This design comes from an exercise in tuning for small area, a short achievable clock period and few clock cycles on the open sky130 flow, not from production work.
Only simulation tests tie the RTL to the original design; equivalence was not proved.
Power and IR drop assume default switching activity.

`flow/run.sh`:
```
#!/bin/bash
# Standard layout, with timing repair aiming at a setup slack of MARGIN ns.
set -euo pipefail
MARGIN=6
sed "s/\"\\\${@:-finish}\"/SETUP_SLACK_MARGIN=$MARGIN &/" standard.sh > standard_margin.sh
grep -q "SETUP_SLACK_MARGIN=$MARGIN" standard_margin.sh
bash standard_margin.sh > make_finish.log 2>&1
```
`standard.sh`:
```
#!/bin/bash
# synth_recipe.tcl (not shown) runs the flow's synth.tcl, then flattens the netlist and writes it again
# the make line also repeats each setting of config.mk as NAME=value (left out here)
make -C /OpenROAD-flow-scripts/flow DESIGN_CONFIG=/design/flow/config.mk WORK_HOME=/design/flow/orfs CLKGATE_MAP_FILE= SYNTH_SCRIPT=/design/flow/synth_recipe.tcl "${@:-finish}"
```
`config.mk`:
```
export PLATFORM = sky130hd
export DESIGN_NAME = bms_codec
export DESIGN_NICKNAME = bms_codec
export VERILOG_FILES = /design/flow/design.v
export SDC_FILE = /design/flow/constraint.sdc
export NUM_CORES = 4
export LEC_CHECK = 0
export CAP_MARGIN = 20
export CORE_MARGIN = 2
export CORE_UTILIZATION = 40
export CTS_CLUSTER_DIAMETER = 100
export CTS_CLUSTER_SIZE = 30
export PLACE_DENSITY = 0.6
export SLEW_MARGIN = 20
```
`constraint.sdc`:
```
create_clock -name core_clock -period 9.0 [get_ports {clk}]
set_input_delay 1.8000 -clock core_clock [delete_from_list [all_inputs] [get_ports {clk}]]
set_output_delay 1.8000 -clock core_clock [all_outputs]
set_load 0.01 [all_outputs]
```
`design.v`:
```
module bms_crc15_cmd (
    input  wire [15:0] cmd,
    output reg  [15:0] pec
);
    integer j;
    reg [14:0] r;
    always @* begin
        r = 15'h0010;
        for (j = 15; j >= 0; j = j - 1)
            r = {r[13:0], 1'b0} ^ ((r[14] ^ cmd[j]) ? 15'h4599 : 15'h0000);
        pec = {r, 1'b0};
    end
endmodule
module bms_crc10_byte (
    input  wire [9:0] crc_in,
    input  wire [7:0] data,
    output reg  [9:0] crc_out
);
    integer j;
    always @* begin
        crc_out = crc_in;
        for (j = 7; j >= 0; j = j - 1)
            crc_out = {crc_out[8:0], 1'b0} ^ ((crc_out[9] ^ data[j]) ? 10'h08F : 10'h000);
    end
endmodule
module bms_crc10_ctr (
    input  wire [9:0] crc_in,
    input  wire [5:0] ctr,
    output reg  [9:0] crc_out
);
    integer j;
    always @* begin
        crc_out = crc_in;
        for (j = 5; j >= 0; j = j - 1)
            crc_out = {crc_out[8:0], 1'b0} ^ ((crc_out[9] ^ ctr[j]) ? 10'h08F : 10'h000);
    end
endmodule
module bms_codec (
    input  wire        clk,
    input  wire        rst,
    input  wire        req_valid,
    output wire        req_ready,
    input  wire [31:0] req_desc,
    input  wire [7:0]  req_count,
    input  wire [7:0]  req_counter,
    input  wire        in_valid,
    output wire        in_ready,
    input  wire [7:0]  in_data,
    output wire        out_valid,
    input  wire        out_ready,
    output wire [7:0]  out_data,
    output wire        out_last,
    output wire [2:0]  out_status
);
    localparam MAX_DEVICES = 16;
    localparam [1:0] K_CMD = 2'd0, K_WR = 2'd1, K_RD = 2'd2, K_ILL = 2'd3;
    localparam [2:0] ST_OK  = 3'd0, ST_BRK = 3'd1, ST_POR = 3'd3,
                     ST_CCE = 3'd4, ST_ILL = 3'd7;
    localparam [1:0] R_OK = 2'd0, R_BRK = 2'd1, R_CCE = 2'd2, R_POR = 2'd3;
    localparam [9:0] CRC10_SEED = 10'h010;
    reg         req_ready_q, in_ready_q;
    reg  [4:0]  alloc_q;         
    reg  [4:0]  rdf_q;           
    reg         i_busy, i_done, i_inph, i_new;
    reg         i_legal, i_opb, i_opc;    
    reg         i_port;
    reg  [3:0]  i_n1;            
    reg  [15:0] i_cmd;           
    reg  [1:0]  i_rank;          
    reg         i_hdr;           
    reg  [2:0]  i_col;           
    reg  [3:0]  i_srem;          
    reg  [4:0]  i_row;           
    reg         w_v, w_st, w_rd, w_c0, w_c6, w_c7, w_last;
    reg  [3:0]  w_row;
    reg  [7:0]  w_data;
    reg  [9:0]  rcrc_q;          
    reg         hi_ok_q;         
    reg  [7:0]  exp_lo_q;        
    reg  [1:0]  rank_m_q;        
    reg  [767:0] mem;
    reg         p_v, p_fr, p_cmdk, p_wr, p_rd, p_one;
    reg  [3:0]  p_n1;
    reg  [15:0] p_cmd;
    reg  [2:0]  p_stat;
    reg         c_v, c_fr, c_cmdk, c_wr, c_rd, c_one;
    reg  [15:0] c_cmd;
    reg  [2:0]  c_stat;
    reg         s_hdr;
    reg  [7:0]  s_coh;           
    reg  [3:0]  s_srem;
    reg         s_ls;            
    reg         o_v, o_last, o_pay, o_c0, o_c5;
    reg  [7:0]  o_data;
    reg  [7:0]  h_data;
    reg         h_last;
    reg  [2:0]  h_stat;
    reg  [2:0]  o_stat;
    reg  [9:0]  wcrc_q;
    assign req_ready  = req_ready_q;
    assign in_ready   = in_ready_q;
    assign out_valid  = o_v;
    assign out_data   = o_data;
    assign out_last   = o_last;
    assign out_status = o_stat;
    wire req_fire = req_valid & req_ready_q;
    wire in_fire  = in_valid & in_ready_q;
    wire advance  = ~o_v | out_ready;
    wire [3:0]  d_op     = req_desc[19:16];
    wire        d_port   = req_desc[22];
    wire [1:0]  d_cls    = req_desc[21:20];
    wire [15:0] d_cmd    = req_desc[15:0];
    wire        d_rsv0   = (req_desc[31:23] == 9'd0);
    wire        d_cnt_ok = (req_count != 8'd0) && (req_count <= MAX_DEVICES);
    reg  [1:0]  d_kind;
    always @* begin
        d_kind = K_ILL;
        if (d_rsv0 && d_cls == 2'd0) begin
            case (d_op)
                4'hA: if (!d_port && req_count == 8'd0 && req_counter == 8'd0)
                          d_kind = K_CMD;
                4'hB: if (d_cnt_ok && req_counter == 8'd0)
                          d_kind = K_WR;
                4'hC: if (d_cmd == 16'd0 && d_cnt_ok && req_counter <= 8'd63)
                          d_kind = K_RD;
                default: d_kind = K_ILL;
            endcase
        end
    end
    wire        d_opb     = (d_op == 4'hB);
    wire        d_opc     = (d_op == 4'hC);
    wire [4:0]  d_row0    = d_port ? alloc_q : (alloc_q + req_count[4:0] - 5'd1);
    wire [4:0]  free_rows = rdf_q + 5'd16 - alloc_q;
    wire        d_wr_ok   = d_port ? (free_rows != 5'd0) : (req_count[4:0] <= free_rows);
    wire [1:0]  i_kind    = ~i_legal ? K_ILL : i_opb ? K_WR : i_opc ? K_RD : K_CMD;
    wire        i_hasin   = i_legal & (i_opb | i_opc);
    wire        n_noin    = i_new & ~i_hasin;    
    wire        i_wr      = i_opb;
    wire        pos_store = i_wr | (~i_hdr & (i_col < 3'd6));
    wire        pos_c0    = ~i_hdr & (i_col == 3'd0);
    wire        pos_send  = ~i_hdr & (i_col == (i_wr ? 3'd5 : 3'd7));
    wire        pos_last  = pos_send & (i_srem == 4'd0);
    wire        pos_hend  = i_hdr & (i_col == 3'd3);
    wire [4:0]  row_nxt   = i_row + 5'd1;
    wire [4:0]  cur_df    = i_row - rdf_q;
    wire [4:0]  nxt_df    = row_nxt - rdf_q;
    wire        chk_cur   = ~cur_df[4];
    wire        chk_nxt   = ~nxt_df[4] | ~i_port;
    wire [9:0] rcrc_byte, rcrc_fold;
    bms_crc10_byte u_rcrc (.crc_in(w_c0 ? CRC10_SEED : rcrc_q), .data(w_data),
                           .crc_out(rcrc_byte));
    bms_crc10_ctr  u_rfold (.crc_in(rcrc_q), .ctr(w_data[7:2]), .crc_out(rcrc_fold));
    wire [1:0] rank_m = (w_data[7:2] == i_cmd[5:0]) ? R_OK :
                        (w_data[7:2] == 6'd0)       ? R_POR : R_CCE;
    wire       pec_ok    = hi_ok_q & (exp_lo_q == w_data);
    wire [1:0] rank_slot = pec_ok ? rank_m_q : R_BRK;
    wire [1:0] rank_new  = (rank_slot > i_rank) ? rank_slot : i_rank;
    wire       w_done   = w_v & w_last;
    wire       w_rdok   = ~w_rd | (rank_new == R_OK);
    wire       push_w   = w_done & ~p_v;
    wire       push_i   = (i_done | n_noin) & ~p_v;
    wire       push     = push_w | push_i;
    reg  [2:0] rank_st;
    always @* begin
        case (i_rank)
            R_OK:    rank_st = ST_OK;
            R_BRK:   rank_st = ST_BRK;
            R_CCE:   rank_st = ST_CCE;
            default: rank_st = ST_POR;
        endcase
    end
    wire [15:0] pec15w;
    bms_crc15_cmd u_crc15 (.cmd(c_cmd), .pec(pec15w));
    wire [7:0] hbyte = (c_cmd[15:8]   & {8{s_coh[0]}}) |
                       (c_cmd[7:0]    & {8{s_coh[1]}}) |
                       (pec15w[15:8]  & {8{s_coh[2]}}) |
                       (pec15w[7:0]   & {8{s_coh[3]}});
    wire s_send  = c_wr ? s_coh[7] : s_coh[5];
    wire s_last  = c_one | (s_hdr ? (c_cmdk & s_coh[3]) : (s_send & s_ls));
    wire iss     = advance & c_v;
    wire c_end   = iss & s_last;
    wire pop     = p_v & (~c_v | c_end);
    wire s_rowrd = ~s_hdr & ~c_one & s_coh[5];
    wire s_rdpay = ~s_hdr & ~c_one & ~s_coh[6] & ~s_coh[7];    
    wire [3:0] rs = rdf_q[3:0];
    genvar gr;
    generate
        for (gr = 0; gr < 16; gr = gr + 1) begin : g_row
            always @(posedge clk)
                if ((w_v && w_st && w_row == gr) || (iss && s_rdpay && rs == gr))
                    mem[gr*48 +: 48] <= {w_data, mem[gr*48+8 +: 40]};
        end
    endgenerate
    wire [63:0] m1;
    wire [31:0] m2;
    wire [15:0] m3;
    generate
        for (gr = 0; gr < 8; gr = gr + 1) begin : g_m1
            assign m1[gr*8 +: 8] = rs[0] ? mem[(2*gr+1)*48 +: 8] : mem[(2*gr)*48 +: 8];
        end
        for (gr = 0; gr < 4; gr = gr + 1) begin : g_m2
            assign m2[gr*8 +: 8] = rs[1] ? m1[(2*gr+1)*8 +: 8] : m1[(2*gr)*8 +: 8];
        end
        for (gr = 0; gr < 2; gr = gr + 1) begin : g_m3
            assign m3[gr*8 +: 8] = rs[2] ? m2[(2*gr+1)*8 +: 8] : m2[(2*gr)*8 +: 8];
        end
    endgenerate
    wire [7:0] rbyte = rs[3] ? m3[15:8] : m3[7:0];
    wire [7:0] sbyte = s_hdr ? hbyte : c_one ? 8'h00 : rbyte;
    wire [9:0] wcrc_byte, wcrc_full;
    bms_crc10_byte u_wcrc (.crc_in(o_c0 ? CRC10_SEED : wcrc_q), .data(h_data),
                           .crc_out(wcrc_byte));
    bms_crc10_ctr  u_wfold (.crc_in(wcrc_byte), .ctr(6'd0), .crc_out(wcrc_full));
    wire s_phi = c_wr & ~s_hdr & s_coh[6];
    wire s_plo = c_wr & ~s_hdr & s_coh[7];
    wire [7:0] o_data_nx = s_phi ? {6'd0, wcrc_full[9:8]} : s_plo ? wcrc_q[7:0] : sbyte;
    wire [2:0] o_stat_nx = (c_one & s_last) ? c_stat : ST_OK;
    always @(posedge clk) begin
        if (rst) begin
            req_ready_q <= 1'b1;
            in_ready_q  <= 1'b0;
            alloc_q     <= 5'd0;
            rdf_q       <= 5'd0;
            i_busy      <= 1'b0;
            i_done      <= 1'b0;
            i_inph      <= 1'b0;
            i_new       <= 1'b0;
            w_v         <= 1'b0;
            p_v         <= 1'b0;
            c_v         <= 1'b0;
            o_v         <= 1'b0;
        end else begin
            w_v <= in_fire;
            if (req_fire) begin
                i_busy <= 1'b1;
                i_done <= 1'b0;
                i_inph <= d_opb | d_opc;
            end else begin
                if (push)
                    i_busy <= 1'b0;
                i_done <= (i_done | n_noin | w_done) & p_v;
                if ((in_fire && pos_last) || n_noin)
                    i_inph <= 1'b0;
            end
            if (req_fire)
                req_ready_q <= 1'b0;
            else if (i_busy)
                req_ready_q <= push | (in_fire & pos_last & ~p_v);
            else
                req_ready_q <= 1'b1;
            if (req_fire)
                in_ready_q <= d_opc | (d_opb & d_wr_ok);
            else if (i_inph && !n_noin) begin
                if (in_fire)
                    in_ready_q <= ~pos_last & (pos_hend ? chk_cur : pos_send ? chk_nxt : 1'b1);
                else
                    in_ready_q <= (pos_c0 & pos_store) ? chk_cur : 1'b1;
            end else
                in_ready_q <= 1'b0;
            i_new <= req_fire;
            if (i_new && i_hasin)
                alloc_q <= alloc_q + {1'b0, i_n1} + 5'd1;
            if (push)
                p_v <= 1'b1;
            else if (pop)
                p_v <= 1'b0;
            if (pop)
                c_v <= 1'b1;
            else if (c_end)
                c_v <= 1'b0;
            if (iss && s_rowrd)
                rdf_q <= rdf_q + 5'd1;
            else if (iss && c_one && c_fr)
                rdf_q <= rdf_q + {1'b0, s_srem} + 5'd1;    
            if (advance)
                o_v <= iss;
        end
        w_data <= in_data;
        w_st   <= pos_store;
        w_rd   <= i_opc & ~i_hdr;
        w_c0   <= (i_col == 3'd0);
        w_c6   <= (i_col == 3'd6);
        w_c7   <= (i_col == 3'd7);
        w_last <= pos_last;
        w_row  <= i_row[3:0];
        if (req_fire) begin
            i_legal <= (d_kind != K_ILL);
            i_opb   <= d_opb;
            i_opc   <= d_opc;
            i_port <= d_port;
            i_n1   <= req_count[3:0] - 4'd1;
            i_cmd  <= d_cmd | {10'd0, req_counter[5:0]};    
            i_rank <= R_OK;
            i_hdr  <= d_opc;
            i_col  <= 3'd0;
            i_srem <= req_count[3:0] - 4'd1;
            i_row  <= d_row0;
        end else begin
            if (in_fire) begin
                if (i_hdr) begin
                    if (i_col == 3'd3) begin
                        i_hdr <= 1'b0;
                        i_col <= 3'd0;
                    end else
                        i_col <= i_col + 3'd1;
                end else if (pos_send) begin
                    i_col  <= 3'd0;
                    i_srem <= i_srem - 4'd1;
                    i_row  <= i_port ? row_nxt : (i_row - 5'd1);
                end else
                    i_col <= i_col + 3'd1;
            end
            if (w_v && w_rd && w_c7)
                i_rank <= rank_new;
        end
        if (w_v && w_rd) begin
            if (w_c6) begin
                hi_ok_q  <= (rcrc_fold[9:8] == w_data[1:0]);
                exp_lo_q <= rcrc_fold[7:0];
                rank_m_q <= rank_m;
            end else if (!w_c7)
                rcrc_q <= rcrc_byte;
        end
        if (push) begin
            p_n1   <= i_n1;
            p_cmd  <= i_cmd;
            p_cmdk <= (i_kind == K_CMD);
            p_wr   <= (i_kind == K_WR);
            p_rd   <= (i_kind == K_RD) & (push_w ? w_rdok : (i_rank == R_OK));
            p_one  <= (i_kind == K_ILL) | ((i_kind == K_RD) & ~(push_w ? w_rdok : (i_rank == R_OK)));
            p_fr   <= (i_kind == K_RD) & ~(push_w ? w_rdok : (i_rank == R_OK));
            p_stat <= (i_kind == K_ILL) ? ST_ILL : push_w ? ST_OK : rank_st;
            if (push_w && w_rd) begin
                case (rank_new)
                    R_OK:    p_stat <= ST_OK;
                    R_BRK:   p_stat <= ST_BRK;
                    R_CCE:   p_stat <= ST_CCE;
                    default: p_stat <= ST_POR;
                endcase
            end
        end
        if (pop) begin
            c_cmd  <= p_cmd;
            c_stat <= p_stat;
            c_fr   <= p_fr;
            c_cmdk <= p_cmdk;
            c_wr   <= p_wr;
            c_rd   <= p_rd;
            c_one  <= p_one;
            s_hdr  <= p_cmdk | p_wr;
            s_coh  <= 8'b0000_0001;
            s_srem <= p_n1;
            s_ls   <= (p_n1 == 4'd0);
        end else if (iss) begin
            if (s_hdr) begin
                if (s_coh[3]) begin
                    s_hdr <= 1'b0;
                    s_coh <= 8'b0000_0001;
                end else
                    s_coh <= {s_coh[6:0], 1'b0};
            end else if (s_send) begin
                s_coh  <= 8'b0000_0001;
                s_srem <= s_srem - 4'd1;
                s_ls   <= (s_srem == 4'd1);
            end else
                s_coh <= {s_coh[6:0], 1'b0};
        end
        o_data <= advance ? o_data_nx : h_data;
        o_last <= advance ? s_last    : h_last;
        o_stat <= advance ? o_stat_nx : h_stat;
        if (iss) begin       
            h_data <= o_data_nx;
            h_last <= s_last;
            h_stat <= o_stat_nx;
        end
        if (advance) begin
            o_pay  <= c_wr & ~s_hdr & ~s_coh[6] & ~s_coh[7];
            o_c0   <= s_coh[0];
            o_c5   <= s_coh[5];
            if (o_v && o_pay)
                wcrc_q <= o_c5 ? wcrc_full : wcrc_byte;
        end
    end
endmodule
```
==> flow_summary.json, run 1 <==
{
  "hold_violations": 0,
  "path_clk_slew_ns": 0.10,
  "final_util_pct": 48.3,
  "fin_skew_ns": 0.0299,
  "setup_viol": 0,
  "async_reset_ff_share_pct": 0,
  "worst-path-buf-inv": 9,
  "antenna_left": 0,
  "crit_path_max_incr_delay_ns": 0.29,
  "grt_use_total_pct": 16.2,
  "slew_headroom_pct": 16.1,
  "drt_iter0_drc": 1734,
  "grt_pass1_vias": 16912,
  "p_seq_share_pct": 61.4,
  "cts_buffer_depth": 3,
  "cts_hold_buf": 0,
  "cp_cell_sequence": "buf_6 > and2b_4 > inv_8 > nand2_8 > clkinv_8 > nand3_4 > buf_12 > nor3_4 > buf_12 > buf_12 > buf_12 > a32o_2 > buf_12 > buf_16",
  "netlist_instances": 1855,
  "core_area_sq_um": 88200,
  "layout.nets": 2286,
  "start_kind": "primary input",
  "worstMarginPinSlew_ns": 1.26,
  "powerDensity_nw_per_um2": 192,
  "slowest_stage": "and2b_4",
  "swShare_pct": 23.1,
  "start_util_pct": 40.3,
  "outcome": "no timing/DRC/antenna violations",
  "ys_ff_latch": 967,
  "overflow": 0,
  "vias": 17605,
  "period_share_pct": 35.6,
  "max_freq_mhz": 312,
  "cts_made_buffers": 42,
  "power_frac_clock_pct": 27.9,
  "dpl-instance-area_sq_um": 38000,
  "htreeDepth": 2,
  "cts_tree": "yes",
  "critPathTopFamily": "buffers and inverters",
  "synthDistinctLibCells": 76,
  "hpwlAfterDp_um": 41400,
  "vias_per_cell": 5.25,
  "grt_antenna_before_repair": 3,
  "synth_nets": 1974,
  "rsz0062_at_grt": "true",
  "avgSynthCellArea_sq_um": 19.2,
  "final_cells": 3354,
  "layout_min_cycle_time_ns": 3.20,
  "hold_slack_ns": 0.402,
  "hold_path_class": "reg2reg",
  "p_sw_w": 0.00188,
  "area_growth_syn_to_layout_pct": 20.0,
  "postLayoutCellArea_sq_um": 42600,
  "grt_max_degree": 40,
  "p_int_w": 0.00628,
  "gp_congestion": 0.844,
  "die_w_um": 302,
  "tns_ns": 0,
  "vdd_drop_max_v": 0.000133,
  "required_ns": 9.39,
  "layout-drive-gt1-share_pct": 21.2,
  "yosys_warnings": 4,
  "grt_pass1_wl_um": 108000,
  "rows": 109,
  "io_pins": 76,
  "drc": 0,
  "wire_per_inst_um": 22.8,
  "combPwrFrac_pct": 10.6,
  "synth_edf_count": 904,
  "die_y_um": 302,
  "cts_root_buf": "clkbuf_16",
  "ys.flop_type": "edfxtp_1",
  "max_cap_violations": 0,
  "critPathMaxFanout": 6,
  "cp-end-kind": "flip-flop",
  "worstPathArrival_ns": 3.59,
  "wl_um": 76600,
  "r2r_slack_ns": 6.07,
  "placed_cells": 3064,
  "clkSinkCount": 967,
  "yosysSeqAreaShare_pct": 79.9,
  "place.port_buffers": 75,
  "cp_common_cell": "buf_12",
  "path_class": "in2reg",
  "clock_latency_ns": 0.62,
  "die_area_sq_um": 91200,
  "power_leakage_nw": 14.2,
  "final_max_slew_viol_count": 0,
  "drt_first_pass_iters": 5,
  "synth_area_sq_um": 35500
}
-- path summary, 6_finish.rpt --
| check | from | endpoint | depth (start not counted) |
|---|---|---|---|
| setup / recovery | out_ready | mem[153] | 14 |
| hold / removal | mem[81] | mem[73] | 0 |
| setup reg to reg | w_row[2] | mem[382] | 4 |
| hold reg to reg | mem[81] | mem[73] | 0 |
-- final cells by class --
class | instances | area [sq um]
Fill cell | 7171 | 45600
Sequential cell | 967 | 28400
Multi-Input combinational cell | 860 | 8360
Timing Repair Buffer | 237 | 2800
Tap cell | 1165 | 1460
Clock buffer | 51 | 1110
Inverter | 58 | 278
Clock inverter | 14 | 204
Timing Repair inverter | 1 | 6.26
Antenna cell | 1 | 2.50
-- cells by family (layout without fill, tap and decap cells) --
| group | count (synthesis) | in the layout | share of synthesized area [%] |
|---|---|---|---|
| XOR/XNOR | 243 | 243 | 7.03 |
| buffers and inverters | 107 | 361 | 1.36 |
| multiplexers | 51 | 51 | 2.79 |
| flip-flops | 967 | 967 | 79.9 |
| AO/OA/AOI/OAI | 167 | 246 | 3.19 |
| AND/OR/NAND/NOR | 262 | 262 | 3.58 |
| other | 0 | 1 | 0 |
| adder cells (fa/ha/maj) | 58 | 58 | 2.13 |
-- Yosys cell counts, types with 12 or more instances --
library cell / instances / area, sq um
xor2_1: 50 / 438
a21oi_1: 38 / 190
edfxtp_1: 904 / 27100
nor2_1: 77 / 289
mux4_2: 38 / 856
xnor2_2: 12 / 195
nor3_1: 17 / 85.1
o21ai_0: 37 / 185
ha_1: 54 / 676
nor2b_1: 14 / 87.6
clkbuf_1: 30 / 113
xnor2_1: 162 / 1420
dfxtp_1: 63 / 1260
nand3_1: 22 / 110
nand2_1: 62 / 233
inv_1: 57 / 214
-- worst register-to-register path: stages (launching register included) --
cell	delay [ns]
dfxtp_2	0.99
nor2b_4	1.18
a22o_4	0.27
buf_6	0.12
buf_12	0.11
-- power by group through the flow --
stage          registers (W)  clock network (W)  logic (W)
2_1_floorplan        0.00507                  0   0.000641
3_3_place_gp         0.00511                  0   0.000812
3_5_place_dp         0.00511                  0   0.000819
4_1_cts              0.00502            0.00236   0.000853
5_1_grt              0.00502            0.00250   0.000940
6_report             0.00502            0.00228   0.000869
-- stage by stage --
stage	total power (W)	setup slack, ns
floorplan	0.00571	5.43
global placement	0.00592	4.11
detailed placement	0.00593	4.05
CTS	0.00822	5.86
global route	0.00846	5.81
finish	0.00817	5.80
-- registers in the layout (all words and copies together), names as in the netlist, 5 cells and up --
| signal | flops |
|---|---|
| alloc_q | 5 |
| c_cmd | 16 |
| exp_lo_q | 8 |
| h_data | 8 |
| i_cmd | 16 |
| i_row | 5 |
| mem | 768 |
| o_data | 8 |
| p_cmd | 16 |
| rcrc_q | 10 |
| rdf_q | 5 |
| s_coh | 8 |
| w_data | 8 |
| wcrc_q | 10 |
-- repair_timing --
| item | in CTS | in global routing |
|---|---|---|
| pin swaps | 9 | 15 |
| resized for setup | 171 | 86 |
| cloned | 68 | 25 |
| buffers inserted | 99 | 32 |
| setup endpoints to repair | 891 | 768 |
-- cells in the final DEF, fill, tap and decap left out, types with 10 or more instances in the layout --
| cell type | count |
|---|---|
| edfxtp_1 | 904 |
| xnor2_1 | 160 |
| nor2_1 | 74 |
| buf_4 | 66 |
| nand2_1 | 59 |
| xor2_1 | 50 |
| a22o_4 | 50 |
| clkdlybuf4s50_1 | 50 |
| dfxtp_1 | 49 |
| buf_6 | 49 |
| clkbuf_16 | 47 |
| inv_1 | 44 |
| ha_1 | 43 |
| mux4_2 | 38 |
| a21oi_1 | 37 |
| o21ai_0 | 30 |
| buf_12 | 30 |
| a32o_2 | 28 |
| nand3_1 | 21 |
| a32o_4 | 16 |
| xnor2_2 | 14 |
| nor2b_1 | 12 |
| mux2i_1 | 11 |
| dfxtp_2 | 11 |
| and2_1 | 10 |
| nand2b_1 | 10 |
| xnor3_1 | 10 |
| nor3_1 | 10 |
-- routing by layer --
layer,vias to the layer above,part of all wire (%),GRT usage (%)
li1,7957,-,-
met1,9015,42,22.3
met2,536,49,26.8
met3,97,6.1,2.43
met4,0,2.3,4.50
met5,-,0,0
Testbench counts, summed over its fixed seeds: cycles 68,260.
==> run 2: changes to the inputs <==
==> flow/run.sh (replaced) <==
#!/bin/bash
# Standard layout, with timing repair aiming at a setup slack of MARGIN ns.
set -euo pipefail
MARGIN=6.15
sed "s/\"\\\${@:-finish}\"/SETUP_SLACK_MARGIN=$MARGIN &/" standard.sh > standard_margin.sh
grep -q "SETUP_SLACK_MARGIN=$MARGIN" standard_margin.sh
bash standard_margin.sh > make_finish.log 2>&1
--- a/config.mk
+++ b/config.mk
@@ -8,7 +8,7 @@
 export CAP_MARGIN = 20
 export CORE_MARGIN = 2
 export CORE_UTILIZATION = 40
-export CTS_CLUSTER_DIAMETER = 100
+export CTS_CLUSTER_DIAMETER = 150
 export CTS_CLUSTER_SIZE = 30
 export PLACE_DENSITY = 0.6
 export SLEW_MARGIN = 20
==> run 2 against run 1 <==
Net effect: flip-flop and latch count is the same; clock power is 7% lower; global-route usage decreased by 0.089 points; critical endpoint is now mem[149]; highest routed layer is now met5.
==> flow_summary.json, run 2 <==
{
  "drt_iter0_drc": 1594,
  "regMostFlops": "mem",
  "final_common_cell": "edfxtp_1",
  "wire_per_inst_um": 22.9,
  "layout-drive-gt1-share_pct": 23.9,
  "synth_top_area_share_pct": 76.4,
  "largest_reg_flops": 768,
  "r2r_slack_ns": 6.19,
  "hpwlAfterDp_um": 41500,
  "layout_min_cycle_time_ns": 3.12,
  "core_area_sq_um": 88200,
  "outcome": "no timing/DRC/antenna violations",
  "vias_per_cell": 5.28,
  "die_w_um": 302,
  "synth_common_cells": "edfxtp_1, xnor2_1, nor2_1, dfxtp_1, nand2_1",
  "powerDensity_nw_per_um2": 187,
  "r2r-start": "w_row[0]",
  "rsz0062_at_grt": "true",
  "grt_pass1_vias": 16880,
  "die_y_um": 302,
  "drt_first_pass_iters": 5,
  "critPathMaxFanout": 7,
  "drc": 0,
  "setup_viol": 0,
  "synth_nets": 1974,
  "num_antenna_cells": 0,
  "cts_tree": "yes",
  "period_share_pct": 34.6,
  "cp-end-kind": "flip-flop",
  "wl_um": 77500,
  "ys_ff_latch": 967,
  "cts_made_buffers": 38,
  "tns_ns": 0,
  "synth_area_leader_cell": "edfxtp_1",
  "slew_headroom_pct": 22.2,
  "required_ns": 9.40,
  "cts_buffer_depth": 3,
  "async_reset_ff_share_pct": 0,
  "cts_root_buf": "clkbuf_16",
  "hold_path_class": "reg2reg",
  "r2r_end": "mem[736]",
  "hp-start": "mem[686]",
  "cts_hold_buf": 0,
  "fin_skew_ns": 0.0277,
  "htreeDepth": 2,
  "grt_antenna_before_repair": 2,
  "grt_pass1_wl_um": 108000,
  "overflow": 0,
  "final_cells": 3378,
  "antenna_left": 0,
  "avgSynthCellArea_sq_um": 19.2,
  "gp_congestion": 0.853,
  "area_growth_syn_to_layout_pct": 21.3,
  "synthTopCellsByArea": "edfxtp_1, xnor2_1, dfxtp_1, mux4_2, ha_1",
  "p_total_w": 0.00806,
  "start_kind": "primary input",
  "vias": 17820,
  "synth_edf_count": 904,
  "hold_violations": 0,
  "vdd_drop_max_v": 0.000130,
  "die_area_sq_um": 91200,
  "rr_worst_depth": 4,
  "max_cap_violations": 0,
  "path_clk_slew_ns": 0.11,
  "synth_area_sq_um": 35500,
  "clock_latency_ns": 0.63,
  "worstMarginPinSlew_ns": 1.16,
  "final_max_slew_viol_count": 0,
  "ys.flop_type": "edfxtp_1",
  "hold_path_end": "mem[678]",
  "netlist_instances": 1855,
  "grt_use_total_pct": 16.1,
  "place.port_buffers": 75,
  "most-common-layout-cells": "edfxtp_1, xnor2_1, buf_4",
  "start_util_pct": 40.3,
  "power_leakage_nw": 14.5,
  "max_freq_mhz": 321,
  "layout.nets": 2308,
  "hold_depth": 0,
  "yosysSeqAreaShare_pct": 79.9,
  "yosys_warnings": 4,
  "path_class": "in2reg",
  "grt_max_degree": 40,
  "synthDistinctLibCells": 76,
  "placed_cells": 3067,
  "clkSinkCount": 967,
  "io_pins": 76,
  "yosysMostFrequentCell": "edfxtp_1",
  "worstPathArrival_ns": 3.52,
  "rows": 109
}
run 2: cell counts after synthesis:
Identical to the previous run, type by type.
run 2: final cells by class:
cell class / count / area (sq um)
Clock buffer: 59 / 1030
Multi-Input combinational cell: 864 / 8720
Timing Repair Buffer: 259 / 3070
Inverter: 58 / 282
Fill cell: 7079 / 45100
Tap cell: 1165 / 1460
Clock inverter: 5 / 86.3
Timing Repair inverter: 1 / 6.26
Sequential cell: 967 / 28400
run 2: power by group:
group          leakage (nW)  internal (W)  switching [W]
sequential             8.68       0.00494      0.0000752
clock                 0.532      0.000824        0.00129
combinational          5.30      0.000455       0.000472
run 2: critical path, stage by stage:
cell      delay (ns)
buf_6           0.09
and2b_4         0.29
inv_8           0.05
nand2_8         0.08
clkinv_8        0.06
nand3_4         0.07
buf_6           0.12
nor3_4          0.04
buf_6           0.13
buf_6           0.12
buf_16          0.13
a32o_2          0.26
buf_12          0.13
buf_16          0.12
run 2: layer usage:
layer	part of all wire (%)	GRT usage [%]
met1	43	22.4
met4	2.2	4.31
met5	0.023	0
met3	5.3	2.25
met2	50	26.7
run 2: how the worst max path moves through the flow:
stage	cells after the start	start	slack, ns	end
after detailed placement	8	out_ready	4.00	mem[108]
after global placement	8	out_ready	4.11	mem[105]
after CTS	14	out_ready	5.91	mem[148]
final	14	out_ready	5.88	mem[149]
after floorplan	7	out_ready	5.43	mem[0]
after global routing	14	out_ready	5.88	mem[148]
run 2: cells by family (layout without fill, tap and decap cells):
kind of cell / after synthesis / count (layout) / synth area share, %
XOR/XNOR: 243 / 243 / 7.03
AND/OR/NAND/NOR: 262 / 262 / 3.58
AO/OA/AOI/OAI: 167 / 250 / 3.19
multiplexers: 51 / 51 / 2.79
buffers and inverters: 107 / 382 / 1.36
adder cells (fa/ha/maj): 58 / 58 / 2.13
flip-flops: 967 / 967 / 79.9
run 2: per-stage QoR:
stage,cell area (sq um),hold slack [ns],setup slack (ns),util (%)
final,43100,0.412,5.88,48.8
after detailed placement,38000,0.405,4.00,43.1
after floorplan,35900,0.372,5.43,-
after CTS,41600,0.412,5.91,47.1
after global routing,43100,0.409,5.88,48.8
after global placement,38000,0.400,4.11,43.1
run 2: what timing repair did:
| action | in CTS | in global routing |
|---|---|---|
| endpoints found under the hold margin | 0 | 0 |
| pin swaps | 17 | 37 |
| resized for setup | 250 | 152 |
| cloned | 69 | 29 |
| endpoints found under the setup margin | 895 | 826 |
| buffers inserted | 104 | 44 |
==> run 3: changes to the inputs <==
==> flow/run.sh (replaced) <==
#!/bin/bash
# Standard layout, with timing repair aiming at a setup slack of MARGIN ns.
set -euo pipefail
MARGIN=6.3
sed "s/\"\\\${@:-finish}\"/SETUP_SLACK_MARGIN=$MARGIN &/" standard.sh > standard_margin.sh
grep -q "SETUP_SLACK_MARGIN=$MARGIN" standard_margin.sh
bash standard_margin.sh > make_finish.log 2>&1
==> run 3 against run 2 <==
Net effect: highest routed layer is now met4; global-route usage up 0.59 points; via count down 0.59%; sequential power about the same; still clean; final cell count about the same.
==> flow_summary.json, run 3 <==
{
  "outcome": "no timing/DRC/antenna violations",
  "max_cap_violations": 0,
  "n_fill_cell": 7121,
  "grt_max_degree": 40,
  "yosysMostFrequentCell": "edfxtp_1",
  "period_share_pct": 34.3,
  "worstPathArrival_ns": 3.43,
  "drc": 0,
  "drt_first_pass_iters": 5,
  "synth_nets": 1974,
  "wire_per_inst_um": 23.4,
  "cts_buffer_depth": 3,
  "ys.flop_type": "edfxtp_1",
  "synth_common_cells": "edfxtp_1, xnor2_1, nor2_1, dfxtp_1, nand2_1",
  "synth_edf_count": 904,
  "cts_tree": "yes",
  "drt_iter0_drc": 1751,
  "rr_worst_depth": 15,
  "yosys_warnings": 4,
  "required_ns": 9.35,
  "num_antenna_cells": 0,
  "r2r-start": "rdf_q[0]",
  "antenna_left": 0,
  "rsz0062_at_grt": "true",
  "hold_depth": 0,
  "worstMarginPinSlew_ns": 1.12,
  "layout_min_cycle_time_ns": 3.08,
  "grt_pass1_vias": 17173,
  "synthTopCellsByArea": "edfxtp_1, xnor2_1, dfxtp_1, mux4_2, ha_1",
  "vias_per_cell": 5.25,
  "tns_ns": 0,
  "layout.nets": 2308,
  "die_w_um": 302,
  "place.port_buffers": 75,
  "overflow": 0,
  "hold_path_class": "reg2reg",
  "grt_antenna_before_repair": 2,
  "dpl-instance-area_sq_um": 38000,
  "core_area_sq_um": 88200,
  "cp-end-kind": "flip-flop",
  "area_growth_syn_to_layout_pct": 21.3,
  "ys_ff_latch": 967,
  "placed_cells": 3062,
  "p_total_w": 0.00816,
  "yosysSeqAreaShare_pct": 79.9,
  "r2r_end": "in_ready_q",
  "synth_top_area_share_pct": 76.4,
  "largest_reg_flops": 768,
  "critPathMaxFanout": 8,
  "clkSinkCount": 967,
  "fin_skew_ns": 0.0309,
  "die_area_sq_um": 91200,
  "hp-start": "mem[761]",
  "most-common-layout-cells": "edfxtp_1, xnor2_1, buf_4",
  "rows": 109,
  "grt_pass1_wl_um": 112000,
  "synth_area_leader_cell": "edfxtp_1",
  "avgSynthCellArea_sq_um": 19.2,
  "final_common_cell": "edfxtp_1",
  "wl_um": 78900,
  "cts_hold_buf": 0,
  "netlist_instances": 1855,
  "grt_use_total_pct": 16.7,
  "vias": 17715,
  "setup_viol": 0,
  "async_reset_ff_share_pct": 0,
  "die_y_um": 302,
  "power_leakage_nw": 14.5,
  "final_cells": 3376,
  "vdd_drop_max_v": 0.000147,
  "start_util_pct": 40.3,
  "r2r_slack_ns": 6.02,
  "clock_latency_ns": 0.63,
  "regMostFlops": "mem",
  "start_kind": "primary input",
  "htreeDepth": 2,
  "gp_congestion": 0.849,
  "layout-drive-gt1-share_pct": 25.8,
  "path_class": "in2reg",
  "cts_root_buf": "clkbuf_16",
  "max_freq_mhz": 324,
  "hold_path_end": "mem[753]",
  "io_pins": 76,
  "slew_headroom_pct": 24.9,
  "synthDistinctLibCells": 76,
  "synth_area_sq_um": 35500,
  "postLayoutCellArea_sq_um": 43100,
  "final_max_slew_viol_count": 0,
  "path_clk_slew_ns": 0.11,
  "cts_made_buffers": 38,
  "hpwlAfterDp_um": 42100,
  "powerDensity_nw_per_um2": 189,
  "hold_violations": 0
}
[run 3: cell counts after synthesis]
No cell type changed its count.
[run 3: layout make-up]
class                      instances  area, sq um  area share, %
tap                             1165         1460           3.38
timing repair buffer             268         2970           6.89
timing repair inverter             1         8.76         0.0203
multi-input combinational        855         8820           20.5
clock inverter                     4         57.6          0.133
clock buffer                      58         1050           2.43
inverter                          58          295          0.685
sequential                       967        28500           66.0
[run 3: per-stage QoR]
| step | setup slack, ns | util, % | hold slack [ns] |
|---|---|---|---|
| after detailed placement | 4.02 | 43.0 | 0.405 |
| after floorplan | 5.43 | - | 0.372 |
| final | 5.92 | 48.9 | 0.411 |
| after global routing | 5.86 | 48.9 | 0.424 |
| after CTS | 5.98 | 47.4 | 0.419 |
| after global placement | 4.09 | 43.0 | 0.400 |
[run 3: what timing repair did]
item	CTS	global route
setup endpoints to repair	919	843
resized for setup	302	155
hold endpoints to repair	0	0
pin swaps	32	48
gates cloned	63	23
buffers inserted	122	43
[run 3: report_power, final]
part | internal (W) | total [W] | switching (W) | leakage (nW)
registers | 0.00494 | 0.00501 | 0.0000738 | 8.69
clock network | 0.000832 | 0.00213 | 0.00130 | 0.531
logic | 0.000509 | 0.00102 | 0.000511 | 5.25
total | 0.00628 | 0.00816 | 0.00188 | 14.5
[run 3: critical path: stages]
cell	delay [ns]
buf_6	0.07
and2b_4	0.20
inv_8	0.07
nand2_8	0.06
clkinv_8	0.07
nand3_4	0.09
buf_12	0.16
buf_12	0.12
nor3_4	0.15
buf_6	0.17
buf_6	0.14
a32o_2	0.17
buf_6	0.15
[run 3: kinds of logic (layout without fill, tap and decap cells)]
group                    after synthesis  count (layout)  share of synthesized area (%)
buffers and inverters                107             389                           1.36
AO/OA/AOI/OAI                        167             241                           3.19
XOR/XNOR                             243             243                           7.03
adder cells (fa/ha/maj)               58              58                           2.13
AND/OR/NAND/NOR                      262             262                           3.58
multiplexers                          51              51                           2.79
flip-flops                           967             967                           79.9
[run 3: worst max-delay path by stage]
stage / startpoint / to / slack (ns)
final: out_ready / mem[120] / 5.92
after global routing: rdf_q[0] / in_ready_q / 5.86
after CTS: w_row[2] / mem[257] / 5.98
after detailed placement: out_ready / mem[381] / 4.02
after global placement: out_ready / mem[378] / 4.09
after floorplan: out_ready / mem[0] / 5.43
[run 3: layer usage]
metal | GRT usage (%) | share of wire [%] | routed length [um]
met3 | 2.04 | 4.9 | 3850
met2 | 28.5 | 51 | 39900
met5 | 0 | 0 | 0
met4 | 3.69 | 2.0 | 1580
met1 | 23.0 | 43 | 33500
==> run 4: changes to the inputs <==
==> flow/run.sh (replaced) <==
#!/bin/bash
# Standard layout, with timing repair aiming at a setup slack of MARGIN ns.
set -euo pipefail
MARGIN=6
sed "s/\"\\\${@:-finish}\"/SETUP_SLACK_MARGIN=$MARGIN &/" standard.sh > standard_margin.sh
grep -q "SETUP_SLACK_MARGIN=$MARGIN" standard_margin.sh
bash standard_margin.sh > make_finish.log 2>&1
--- a/config.mk
+++ b/config.mk
@@ -12,3 +12,4 @@
 export CTS_CLUSTER_SIZE = 30
 export PLACE_DENSITY = 0.6
 export SLEW_MARGIN = 20
+export TNS_END_PERCENT = 5
==> run 4 against run 3 <==
Net effect: cell area down 5.7%; critical endpoint is now mem[507]; clock-buffer cell count down 2; total power down 2.4%; flip-flop and latch count is the same; global-route usage decreased by 1.0 points; wire length decreased by 7.4%; critical path type is now reg2reg; register-to-register slack worse by 0.13 ns; worst setup slack worse by 0.025 ns; core utilization decreased by 2.8 points; first-iteration DRC count decreased by 5.4%; clock power hardly changed; sequential share of layout area grew 3.9 points; still clean.
==> flow_summary.json, run 4 <==
{
  "outcome": "no timing/DRC/antenna violations",
  "vias_per_cell": 5.18,
  "grt_pass1_wl_um": 105000,
  "rsz0062_at_grt": "true",
  "yosysMostFrequentCell": "edfxtp_1",
  "setup_ws_ns": 5.89,
  "die_area_sq_um": 91200,
  "yosysSeqAreaShare_pct": 79.9,
  "regMostFlops": "mem",
  "drt_first_pass_iters": 5,
  "final_common_cell": "edfxtp_1",
  "wire_per_inst_um": 22.5,
  "grt_use_total_pct": 15.6,
  "period_share_pct": 34.5,
  "hold_path_end": "mem[583]",
  "io_pins": 76,
  "die_y_um": 302,
  "most-common-layout-cells": "edfxtp_1, xnor2_1, nor2_1",
  "critPathMaxFanout": 17,
  "cp_cell_sequence": "nor2b_2 > a22o_2",
  "tns_ns": 0,
  "cts_hold_buf": 0,
  "die_w_um": 302,
  "cts_tree": "yes",
  "r2r_end": "mem[507]",
  "final_max_slew_viol_count": 0,
  "setup_viol": 0,
  "synth_top_area_share_pct": 76.4,
  "hold_path_class": "reg2reg",
  "clkSinkCount": 967,
  "critPathTopFamily": "flip-flops",
  "cp-end-kind": "flip-flop",
  "hold_depth": 0,
  "regArea_sq_um": 28400,
  "ys.flop_type": "edfxtp_1",
  "r2r_slack_ns": 5.89,
  "synth_area_sq_um": 35500,
  "max_cap_violations": 0,
  "worstPathArrival_ns": 3.40,
  "overflow": 0,
  "rr_worst_depth": 2,
  "htreeDepth": 2,
  "synth_nets": 1974,
  "avgSynthCellArea_sq_um": 19.2,
  "synthTopCellsByArea": "edfxtp_1, xnor2_1, dfxtp_1, mux4_2, ha_1",
  "n_fill_cell": 7295,
  "layout-drive-gt1-share_pct": 15.5,
  "max_freq_mhz": 322,
  "gp_congestion": 0.869,
  "cts_made_buffers": 38,
  "start_util_pct": 40.3,
  "rows": 109,
  "cts_buffer_depth": 3,
  "hpwlAfterDp_um": 42000,
  "grt_max_degree": 41,
  "wl_um": 73000,
  "place.port_buffers": 75,
  "hp-start": "mem[591]",
  "drt_iter0_drc": 1657,
  "fin_skew_ns": 0.0301,
  "synth_edf_count": 904,
  "ys_ff_latch": 967,
  "dp_slack_ns": 4.00,
  "clock_latency_ns": 0.62,
  "synthDistinctLibCells": 76,
  "netlist_instances": 1855,
  "worst-path-buf-inv": 0,
  "area_growth_syn_to_layout_pct": 14.4,
  "slowest_stage": "dfxtp_1",
  "multiInputGateArea_sq_um": 7660,
  "layout.nets": 2181,
  "antenna_left": 0,
  "r2r-start": "w_row[3]",
  "path_class": "reg2reg",
  "power_leakage_nw": 13.2,
  "vdd_drop_max_v": 0.000122,
  "hold_violations": 0,
  "drc": 0,
  "yosys_warnings": 4,
  "synth_area_leader_cell": "edfxtp_1",
  "required_ns": 9.29,
  "powerDensity_nw_per_um2": 196,
  "worstMarginPinSlew_ns": 1.31,
  "path_clk_slew_ns": 0.12,
  "crit_path_max_incr_delay_ns": 1.21,
  "start_kind": "flip-flop",
  "largest_reg_flops": 768,
  "layout_min_cycle_time_ns": 3.11,
  "slew_headroom_pct": 12.4,
  "vias": 16827,
  "synth_common_cells": "edfxtp_1, xnor2_1, nor2_1, dfxtp_1, nand2_1",
  "async_reset_ff_share_pct": 0,
  "cts_root_buf": "clkbuf_16",
  "core_area_sq_um": 88200,
  "grt_pass1_vias": 16233,
  "grt_antenna_before_repair": 4
}
run 4: worst register-to-register path: stages, from the launching register on:
cell	delay, ns
dfxtp_1	1.21
nor2b_2	1.06
a22o_2	0.51
run 4: area by class of cell:
cell class                      instances  share of cell area, %
Tap cell                             1165                   3.59
Antenna cell                            2                 0.0123
Multi-Input combinational cell        831                   18.8
Clock inverter                          5                  0.145
Timing Repair Buffer                  165                   4.36
Sequential cell                       967                   69.9
Inverter                               58                  0.612
Timing Repair inverter                  1                 0.0185
Clock buffer                           56                   2.51
run 4: per-layer routing:
layer	part of all wire, %	GRT usage, %
met1	42	21.2
met2	50	26.3
met3	6.2	2.64
met4	1.9	3.84
met5	0.025	0
run 4: how the worst max path moves through the flow:
stage | to | start | slack (ns) | depth (start not counted)
final | mem[507] | w_row[3] | 5.89 | 2
after global routing | mem[535] | w_row[3] | 5.84 | 2
after CTS | i_row[4] | req_count[3] | 5.82 | 10
after detailed placement | mem[282] | out_ready | 4.00 | 8
after global placement | mem[89] | out_ready | 4.09 | 8
after floorplan | mem[0] | out_ready | 5.43 | 7
run 4: per-stage QoR:
step                std cells  power, W  hold slack, ns  util [%]  area, sq um
floorplan                1855   0.00571           0.372         -        35800
global placement         3063   0.00591           0.400      42.9        37800
detailed placement       3063   0.00592           0.405      42.9        37800
CTS                      3227   0.00802           0.415      45.7        40300
global route             3250   0.00826           0.410      46.1        40700
finish                   3250   0.00796           0.411      46.1        40700
run 4: logic make-up (layout without fill, tap and decap cells):
family                     Yosys count  in the layout  share of synthesized area (%)
muxes                               51             51                           2.79
adders and majority gates           58             58                           2.13
AOI/OAI and AO/OA                  167            217                           3.19
and+or+nand+nor                    262            262                           3.58
DFF                                967            967                           79.9
xor gates and xnor gates           243            243                           7.03
other                                0              2                              0
buffers and inverters              107            285                           1.36
run 4: power breakdown:
group	internal (W)	leakage (nW)	switching [W]
clock network	0.000813	0.517	0.00129
logic	0.000409	3.97	0.000436
registers	0.00494	8.68	0.0000761
run 4: repair_timing:
item / in CTS / in global routing
setup endpoints to repair: 893 / 674
gates resized for setup: 89 / 41
pin swaps: 8 / 7
buffers inserted: 52 / 16
gates cloned: 51 / 4
endpoints found under the hold margin: 0 / 0
==> run 5: changes to the inputs <==
--- a/config.mk
+++ b/config.mk
@@ -12,4 +12,4 @@
 export CTS_CLUSTER_SIZE = 30
 export PLACE_DENSITY = 0.6
 export SLEW_MARGIN = 20
-export TNS_END_PERCENT = 5
+export TNS_END_PERCENT = 20
==> run 5 against run 4 <==
Net effect: critical path type is now in2reg; synthesized cell count is the same; combinational power grew 0.9%; die area unchanged; highest routed layer unchanged; core utilization grew 0.33 points; final cell count grew 0.62%; still clean; non-clock buffer count increased by 20; total power about the same; synthesized area is the same; worst setup slack worse by 0.030 ns.
==> flow_summary.json, run 5 <==
{
  "io_pins": 76,
  "htreeDepth": 2,
  "final_common_cell": "edfxtp_1",
  "drc": 0,
  "synth_nets": 1974,
  "hold_violations": 0,
  "synth_area_sq_um": 35500,
  "powerDensity_nw_per_um2": 195,
  "vias_per_cell": 5.18,
  "required_ns": 9.34,
  "rows": 109,
  "tns_ns": 0,
  "grt_max_degree": 41,
  "grt_antenna_before_repair": 4,
  "synth_edf_count": 904,
  "postLayoutCellArea_sq_um": 40900,
  "async_reset_ff_share_pct": 0,
  "yosys_warnings": 4,
  "final_max_slew_viol_count": 0,
  "worstMarginPinSlew_ns": 1.16,
  "slowest_stage": "and2b_4",
  "wire_per_inst_um": 22.4,
  "cts_tree": "yes",
  "cp-end-kind": "flip-flop",
  "layout_min_cycle_time_ns": 3.14,
  "multiInputGateArea_sq_um": 7700,
  "max_cap_violations": 0,
  "rsz0062_at_grt": "true",
  "yosysSeqAreaShare_pct": 79.9,
  "regArea_sq_um": 28400,
  "regMostFlops": "mem",
  "outcome": "no timing/DRC/antenna violations",
  "yosysMostFrequentCell": "edfxtp_1",
  "place.port_buffers": 75,
  "synthDistinctLibCells": 76,
  "synth_common_cells": "edfxtp_1, xnor2_1, nor2_1, dfxtp_1, nand2_1",
  "fin_skew_ns": 0.0343,
  "avgSynthCellArea_sq_um": 19.2,
  "ys.flop_type": "edfxtp_1",
  "area_growth_syn_to_layout_pct": 15.2,
  "most-common-layout-cells": "edfxtp_1, xnor2_1, nor2_1",
  "setup_viol": 0,
  "die_area_sq_um": 91200,
  "cts_buffer_depth": 3,
  "dpl-instance-area_sq_um": 37800,
  "max_freq_mhz": 319,
  "cts_hold_buf": 0,
  "core_area_sq_um": 88200,
  "wl_um": 73300,
  "slew_headroom_pct": 22.5,
  "hpwlAfterDp_um": 42000,
  "n_fill_cell": 7257,
  "vdd_drop_max_v": 0.000122,
  "gp_congestion": 0.869,
  "critPathTopFamily": "buffers and inverters",
  "cts_made_buffers": 38,
  "start_kind": "primary input",
  "synth_area_leader_cell": "edfxtp_1",
  "start_util_pct": 40.3,
  "path_class": "in2reg",
  "hold_path_class": "reg2reg",
  "power_leakage_nw": 13.3,
  "grt_use_total_pct": 15.7,
  "vias": 16946,
  "antenna_left": 0,
  "final_util_pct": 46.4,
  "drt_first_pass_iters": 9,
  "cp_cell_sequence": "buf_6 > and2b_4 > inv_8 > nand2_8 > clkinv_8 > nand3_4 > buf_12 > nor3_4 > buf_6 > buf_6 > buf_6 > a32o_2 > clkbuf_16",
  "worst-path-buf-inv": 8,
  "overflow": 0,
  "crit_path_max_incr_delay_ns": 0.20,
  "period_share_pct": 34.9,
  "ys_ff_latch": 967,
  "synth_top_area_share_pct": 76.4,
  "drt_iter0_drc": 1701,
  "critPathMaxFanout": 6,
  "clock_latency_ns": 0.62,
  "layout.nets": 2201,
  "clkSinkCount": 967,
  "worstPathArrival_ns": 3.47,
  "netlist_instances": 1855,
  "die_y_um": 302,
  "cts_root_buf": "clkbuf_16",
  "path_clk_slew_ns": 0.12,
  "cp_common_cell": "buf_6",
  "grt_pass1_wl_um": 105000,
  "die_w_um": 302,
  "layout-drive-gt1-share_pct": 16.5,
  "largest_reg_flops": 768,
  "synthTopCellsByArea": "edfxtp_1, xnor2_1, dfxtp_1, mux4_2, ha_1",
  "grt_pass1_vias": 16379
}
run 5: layer usage:
metal / up-vias / global-route usage (%) / share of wire [%]
met5: - / 0 / 0.019
met4: 2 / 4.10 / 2.2
met3: 95 / 2.82 / 6.2
met2: 525 / 26.3 / 50
met1: 8678 / 21.1 / 42
li1: 7646 / - / -
run 5: per-stage QoR:
stage / instances / power, W / worst slack (ns) / hold WS, ns
after detailed placement: 3063 / 0.00592 / 4.00 / 0.405
after CTS: 3239 / 0.00803 / 5.82 / 0.415
after global routing: 3270 / 0.00827 / 5.80 / 0.410
after floorplan: 1855 / 0.00571 / 5.43 / 0.372
after global placement: 3063 / 0.00591 / 4.09 / 0.400
final: 3270 / 0.00797 / 5.86 / 0.411
run 5: timing repair:
item,4_1_cts,5_1_grt
gates cloned,52,6
endpoints found under the setup margin,893,557
pin swaps,8,13
gates resized for setup,94,56
buffers inserted,63,22
run 5: where the power goes:
group          internal, W  total, W  switching (W)
Combinational     0.000413  0.000853       0.000440
Clock             0.000813   0.00210        0.00129
Sequential         0.00494   0.00501      0.0000753
Total              0.00616   0.00797        0.00181
run 5: path summary, 6_finish.rpt:
path / slack, ns / cells past startpoint / startpoint / end
worst min-delay path: 0.41 / 0 / mem[11] / mem[3]
worst min register to register: 0.41 / 0 / mem[11] / mem[3]
worst max-delay path: 5.86 / 13 / out_ready / mem[81]
worst max register to register: 5.96 / 10 / rdf_q[2] / in_ready_q
run 5: cell type report:
type | instances | share of cell area [%]
repair inverters | 1 | 0.0183
repair buffers | 185 | 4.94
flip-flops and latches | 967 | 69.4
diodes | 2 | 0.0122
clock buffers | 56 | 2.49
multi-input cells | 831 | 18.8
clock inverters | 5 | 0.144
inverters | 58 | 0.614
well taps | 1165 | 3.56
run 5: kinds of logic (layout without fill, tap and decap cells):
kind of cell | count (synthesis) | in the layout | synth area share [%]
buffers and inverters | 107 | 305 | 1.36
flip-flops | 967 | 967 | 79.9
other | 0 | 2 | 0
AO/OA/AOI/OAI | 167 | 217 | 3.19
adder cells (fa/ha/maj) | 58 | 58 | 2.13
AND/OR/NAND/NOR | 262 | 262 | 3.58
XOR/XNOR | 243 | 243 | 7.03
multiplexers | 51 | 51 | 2.79
run 5: worst reg2reg max path, cell delays in order, from the launching register on:
cell and delay, ns:
dfxtp_2 0.70, ha_1 0.38, ha_1 0.32, a21o_1 0.16, a21oi_1 0.18, xnor2_1 0.22
ha_1 0.32, nor2b_1 0.14, o21ai_0 0.14, a31oi_1 0.12, o32ai_1 0.26
==> run 6: changes to the inputs <==
--- a/config.mk
+++ b/config.mk
@@ -12,4 +12,3 @@
 export CTS_CLUSTER_SIZE = 30
 export PLACE_DENSITY = 0.6
 export SLEW_MARGIN = 20
-export TNS_END_PERCENT = 20
==> run 6 against run 5 <==
Net effect: still clean; first-iteration DRC count down 9.7%; sequential share of layout area increased by 1.1 points; via count fell by 2.9%; combinational power shrank 1%; synthesized area did not move; critical endpoint is now mem[156]; highest routed layer unchanged.
==> flow_summary.json, run 6 <==
{
  "outcome": "no timing/DRC/antenna violations",
  "cts_root_buf": "clkbuf_16",
  "die_area_sq_um": 91200,
  "grt_pass1_vias": 16018,
  "met3_usage_pct": 2.89,
  "hold_path_class": "reg2reg",
  "rows": 109,
  "r2r_end": "mem[712]",
  "critPathMaxFanout": 8,
  "layout-drive-gt1-share_pct": 15.6,
  "place.port_buffers": 75,
  "start_kind": "primary input",
  "max_freq_mhz": 335,
  "cp-startpoint": "out_ready",
  "area_growth_syn_to_layout_pct": 13.4,
  "gp_congestion": 0.844,
  "ys_ff_latch": 967,
  "fin_skew_ns": 0.0210,
  "start_util_pct": 40.3,
  "htreeDepth": 2,
  "yosysMostFrequentCell": "edfxtp_1",
  "clkSinkCount": 967,
  "required_ns": 9.33,
  "synthDistinctLibCells": 76,
  "gr-usage-met2_pct": 25.2,
  "die_w_um": 302,
  "synth_top_area_share_pct": 76.4,
  "clock_latency_ns": 0.62,
  "async_reset_ff_share_pct": 0,
  "synth_common_cells": "edfxtp_1, xnor2_1, nor2_1, dfxtp_1, nand2_1",
  "rsz0062_at_grt": "true",
  "setup_ws_ns": 6.01,
  "layout.nets": 2149,
  "grt_antenna_before_repair": 4,
  "cp-end-kind": "flip-flop",
  "slowest_stage": "nor3_4",
  "power_leakage_nw": 13.0,
  "dp_slack_ns": 4.05,
  "grt_use_total_pct": 15.3,
  "io_pins": 76,
  "antenna_left": 0,
  "yosys_warnings": 4,
  "drt_iter0_drc": 1536,
  "cts_tree": "yes",
  "avgSynthCellArea_sq_um": 19.2,
  "netlist_instances": 1855,
  "powerDensity_nw_per_um2": 197,
  "cts_buffer_depth": 3,
  "setup_viol": 0,
  "period_share_pct": 33.2,
  "path_clk_slew_ns": 0.12,
  "r2r_slack_ns": 6.08,
  "most-common-layout-cells": "edfxtp_1, xnor2_1, nor2_1",
  "drt_first_pass_iters": 6,
  "grt_max_degree": 40,
  "max_cap_violations": 0,
  "drc": 0,
  "critPathCapture": "mem[156]",
  "synth_edf_count": 904,
  "wire_per_inst_um": 21.8,
  "final_max_slew_viol_count": 0,
  "crit_path_max_incr_delay_ns": 0.23,
  "vdd_drop_max_v": 0.000126,
  "n_fill_cell": 7419,
  "busiest_layer": "met2",
  "wl_um": 70000,
  "cp_cell_sequence": "buf_6 > and2b_4 > inv_8 > nand2_8 > clkinv_8 > nand3_4 > nor3_4 > buf_12 > buf_12 > a32o_2 > buf_12",
  "synth_area_sq_um": 35500,
  "die_y_um": 302,
  "overflow": 0,
  "core_area_sq_um": 88200,
  "final_common_cell": "edfxtp_1",
  "grt_util_met1_pct": 20.9,
  "slew_headroom_pct": 27.4,
  "ys.flop_type": "edfxtp_1",
  "cp_common_cell": "buf_12",
  "rr_worst_depth": 3,
  "synthTopCellsByArea": "edfxtp_1, xnor2_1, dfxtp_1, mux4_2, ha_1",
  "path_class": "in2reg",
  "largest_reg_flops": 768,
  "layout_min_cycle_time_ns": 2.99,
  "synth_area_leader_cell": "edfxtp_1",
  "vias": 16453,
  "worstMarginPinSlew_ns": 1.09,
  "worstPathArrival_ns": 3.32,
  "yosysSeqAreaShare_pct": 79.9,
  "r2r-start": "w_row[1]",
  "synth_nets": 1974,
  "hold_violations": 0,
  "tns_ns": 0,
  "regMostFlops": "mem",
  "grt_pass1_wl_um": 102000,
  "hpwlAfterDp_um": 41400,
  "vias_per_cell": 5.11,
  "cts_made_buffers": 38
}
-- run 6: worst min path at each step --
stage                           to  slack [ns]  cells past startpoint      from
after global routing      mem[530]        0.42                      0  mem[538]
after global placement    mem[254]        0.40                      0  mem[262]
after detailed placement  c_cmd[3]        0.40                      0  p_cmd[3]
after CTS                  mem[75]        0.42                      0   mem[83]
final                      mem[75]        0.41                      0   mem[83]
after floorplan           w_row[2]        0.37                      0  i_row[2]
-- run 6: layer usage --
| metal | wire [um] | vias up |
|---|---|---|
| met2 | 34400 | 455 |
| met5 | 76 | - |
| met4 | 1590 | 4 |
| met1 | 29600 | 8409 |
| met3 | 4350 | 80 |
| li1 | - | 7505 |
-- run 6: final cells by class --
| class | count | area, sq um | share of cell area [%] |
|---|---|---|---|
| antenna | 2 | 5.00 | 0.0124 |
| inverter | 58 | 278 | 0.689 |
| multi-input combinational | 817 | 7570 | 18.8 |
| clock inverter | 5 | 61.3 | 0.152 |
| clock buffer | 57 | 1020 | 2.54 |
| tap | 1165 | 1460 | 3.62 |
| timing repair buffer | 148 | 1480 | 3.66 |
| sequential | 967 | 28400 | 70.5 |
-- run 6: critical path, delay by kind of cell --
family,cells,cell delay [ns]
and+or+nand+nor,4,0.66
AOI/OAI and AO/OA,1,0.18
buffers and inverters,6,0.65
-- run 6: timing repair --
item / CTS / global route
cloned: 35 / 3
setup buffers: 40 / 12
pin swaps: 6 / 11
resized for setup: 118 / 37
hold buffers: 0 / 0
setup endpoints to repair: 890 / 347
endpoints found under the hold margin: 0 / 0
-- run 6: where the power goes --
part / internal [W] / leakage [nW] / switching [W] / total [W]
clock network: 0.000814 / 0.520 / 0.00128 / 0.00209
logic: 0.000409 / 3.76 / 0.000435 / 0.000844
registers: 0.00494 / 8.68 / 0.0000718 / 0.00501
total: 0.00616 / 13.0 / 0.00178 / 0.00794
-- run 6: kinds of logic after synthesis --
logic type	synth area share [%]
DFF	79.9
muxes	2.79
adders and majority gates	2.13
buffers and inverters	1.36
xor gates and xnor gates	7.03
and+or+nand+nor	3.58
AOI/OAI and AO/OA	3.19
-- run 6: stage by stage --
stage / total power (W) / utilization (%) / cells / cell area (sq um) / hold slack [ns]
2_1_floorplan: 0.00571 / - / 1855 / 35900 / 0.372
3_3_place_gp: 0.00592 / 43.0 / 3064 / 38000 / 0.400
3_5_place_dp: 0.00593 / 43.0 / 3064 / 38000 / 0.405
4_1_cts: 0.00802 / 45.5 / 3201 / 40100 / 0.416
5_1_grt: 0.00824 / 45.7 / 3218 / 40300 / 0.421
6_report: 0.00794 / 45.7 / 3219 / 40300 / 0.412
==> run 7: changes to the inputs <==
--- a/config.mk
+++ b/config.mk
@@ -7,8 +7,8 @@
 export LEC_CHECK = 0
 export CAP_MARGIN = 20
 export CORE_MARGIN = 2
-export CORE_UTILIZATION = 40
+export CORE_UTILIZATION = 50
 export CTS_CLUSTER_DIAMETER = 150
 export CTS_CLUSTER_SIZE = 30
-export PLACE_DENSITY = 0.6
+export PLACE_DENSITY = 0.7
 export SLEW_MARGIN = 20
==> run 7 against run 6 <==
Net effect: non-clock buffer count up 45; sequential share of layout area down 1.3 points; wire length up 4.7%; worst setup slack worse by 0.033 ns; synthesized cell count unchanged; global-route usage up 4.2 points; highest routed layer unchanged; register-to-register slack worse by 0.06 ns; clock skew up 0.027 ns; combinational power up 4.1%; still clean; largest cell class unchanged.
==> flow_summary.json, run 7 <==
{
  "outcome": "no timing/DRC/antenna violations",
  "ys_ff_latch": 967,
  "core_area_sq_um": 70100,
  "hpwlAfterDp_um": 39400,
  "critPathCapture": "mem[331]",
  "synth_area_leader_cell": "edfxtp_1",
  "period_share_pct": 33.6,
  "rsz0062_at_grt": "true",
  "wl_um": 73300,
  "max_freq_mhz": 331,
  "final_util_pct": 58.6,
  "layout.nets": 2215,
  "placed_cells": 2834,
  "largest_reg_flops": 768,
  "synth_top_area_share_pct": 76.4,
  "start_kind": "primary input",
  "hold_path_class": "reg2reg",
  "drt_iter0_drc": 1845,
  "most-common-layout-cells": "edfxtp_1, xnor2_1, nor2_1",
  "hold_violations": 0,
  "synthTopCellsByArea": "edfxtp_1, xnor2_1, dfxtp_1, mux4_2, ha_1",
  "yosys_warnings": 4,
  "rr_worst_depth": 10,
  "grt_use_total_pct": 19.4,
  "die_w_um": 271,
  "path_clk_slew_ns": 0.11,
  "vias_per_cell": 5.65,
  "met3_usage_pct": 3.30,
  "synth_area_sq_um": 35500,
  "critPathMaxFanout": 6,
  "grt_util_met1_pct": 26.5,
  "setup_viol": 0,
  "dp_slack_ns": 4.07,
  "grt_pass1_wl_um": 106000,
  "cts_root_buf": "clkbuf_16",
  "io_pins": 76,
  "yosysMostFrequentCell": "edfxtp_1",
  "start_util_pct": 50.7,
  "hold_slack_ns": 0.413,
  "netlist_instances": 1855,
  "wire_per_inst_um": 24.0,
  "regMostFlops": "mem",
  "power_leakage_nw": 13.5,
  "slew_headroom_pct": 22.2,
  "synth_common_cells": "edfxtp_1, xnor2_1, nor2_1, dfxtp_1, nand2_1",
  "die_area_sq_um": 73200,
  "yosysSeqAreaShare_pct": 79.9,
  "cts_tree": "yes",
  "final_common_cell": "edfxtp_1",
  "cp-end-kind": "flip-flop",
  "fin_skew_ns": 0.0477,
  "grt_antenna_before_repair": 4,
  "grt_max_degree": 37,
  "clock_latency_ns": 0.62,
  "overflow": 0,
  "avgSynthCellArea_sq_um": 19.2,
  "htreeDepth": 2,
  "layout-drive-gt1-share_pct": 18.4,
  "synthDistinctLibCells": 76,
  "final_max_slew_viol_count": 0,
  "tns_ns": 0,
  "gr-usage-met2_pct": 32.3,
  "ys.flop_type": "edfxtp_1",
  "rows": 97,
  "vdd_drop_max_v": 0.000167,
  "place.port_buffers": 75,
  "layout_min_cycle_time_ns": 3.02,
  "final_cells": 3058,
  "setup_ws_ns": 5.98,
  "grt_pass1_vias": 17025,
  "cts_buffer_depth": 3,
  "cts_made_buffers": 38,
  "powerDensity_nw_per_um2": 195,
  "clkSinkCount": 967,
  "hp-start": "mem[225]",
  "required_ns": 9.34,
  "area_growth_syn_to_layout_pct": 15.6,
  "busiest_layer": "met2",
  "drt_first_pass_iters": 5,
  "synth_edf_count": 904,
  "cp-startpoint": "out_ready",
  "max_cap_violations": 0,
  "gp_congestion": 0.898,
  "worstMarginPinSlew_ns": 1.17,
  "r2r-start": "rdf_q[1]",
  "antenna_left": 0,
  "r2r_slack_ns": 6.02,
  "worstPathArrival_ns": 3.36,
  "die_y_um": 271,
  "vias": 17269,
  "r2r_end": "in_ready_q",
  "async_reset_ff_share_pct": 0,
  "path_class": "in2reg",
  "synth_nets": 1974,
  "drc": 0
}
## run 7: cell counts after synthesis
Identical to the previous run, type by type.
## run 7: cell families (layout without fill, tap and decap cells)
family	Yosys count	count (layout)	synth area share (%)
muxes	51	51	2.79
buffers and inverters	107	312	1.36
AOI/OAI and AO/OA	167	224	3.19
adders and majority gates	58	58	2.13
and+or+nand+nor	262	262	3.58
xor gates and xnor gates	243	243	7.03
other	0	1	0
DFF	967	967	79.9
## run 7: layout make-up
type,count,area (sq um)
timing repair buffer,193,2150
inverter,58,279
antenna,1,2.50
clock inverter,4,57.6
tap,940,1180
fill,5136,29100
clock buffer,57,1040
sequential,967,28400
multi-input combinational,838,7930
## run 7: power by group
group	leakage (nW)	internal, W	switching, W
clock	0.527	0.000830	0.00128
sequential	8.68	0.00494	0.0000725
combinational	4.27	0.000422	0.000457
total	13.5	0.00619	0.00181
## run 7: per-layer routing
layer	wire length [um]	share of wire, %
met1	29700	41
met2	36200	49
met3	5350	7.3
met4	2070	2.8
met5	13	0.018
## run 7: what timing repair did
action	CTS	global route
pin swaps	11	8
hold endpoints to repair	0	0
endpoints found under the setup margin	894	428
setup buffers	74	22
hold buffers	0	0
resized for setup	150	57
gates cloned	60	5
## run 7: worst min path at each step
stage                     endpoint  depth (start not counted)
after global routing       mem[33]                          0
after global placement    mem[634]                          0
after detailed placement  mem[104]                          0
after floorplan           w_row[2]                          0
after CTS                  mem[33]                          0
final                     mem[217]                          0
## run 7: stage by stage
step	area [sq um]	power [W]
detailed placement	37600	0.00593
CTS	40600	0.00801
floorplan	35900	0.00571
global placement	37600	0.00591
finish	41100	0.00799
global route	41100	0.00826
## run 7: worst max-delay path: stages
cell       delay [ns]
buf_6            0.07
and2b_4          0.20
inv_8            0.07
nand2_8          0.06
clkinv_8         0.07
nand3_4          0.09
buf_12           0.17
nor3_4           0.17
buf_6            0.17
buf_12           0.14
a22o_4           0.18
clkbuf_16        0.15

## what the ideal ports hide
The results above use ideal ports. As a check the final layouts listed here were re-extracted and re-timed, cells and wires unchanged.
Step 1 (the two cells are an assumption about what drives the block):
set clk [get_ports {clk}]
set_driving_cell -lib_cell sky130_fd_sc_hd__clkbuf_16 $clk
set_driving_cell -lib_cell sky130_fd_sc_hd__buf_2 [delete_from_list [all_inputs] $clk]
Step 2 also shifts input and output timing later by t, the mid clock arrival at the registers, as if the neighbouring blocks saw the same clock.
Three values: ideal, step 1, step 2; two values: the first two.
| run | t, ns | setup WS [ns] | clock arrival spread, ns | pins driven straight from the clock port |
|---|---|---|---|---|
| run 1 | 0.667 | 5.798 / 5.825 / 5.159 | 0.031 / 0.031 | 1 |
| run 2 | 0.678 | 5.882 / 5.912 / 5.234 | 0.029 / 0.028 | 1 |
| run 3 | 0.675 | 5.917 / 5.940 / 5.265 | 0.036 / 0.036 | 1 |
| run 4 | 0.671 | 5.892 / 5.865 / 5.254 | 0.030 / 0.031 | 1 |
| run 5 | 0.669 | 5.862 / 5.866 / 5.208 | 0.035 / 0.035 | 1 |
| run 6 | 0.666 | 6.011 / 5.991 / 5.363 | 0.030 / 0.030 | 1 |
| run 7 | 0.663 | 5.978 / 5.962 / 5.339 | 0.049 / 0.049 | 1 |
After both steps every run listed still meets setup and hold. For run 5, which loses most, drivers alone change the setup slack by +0.004 ns; drivers and shift together by -0.654 ns.
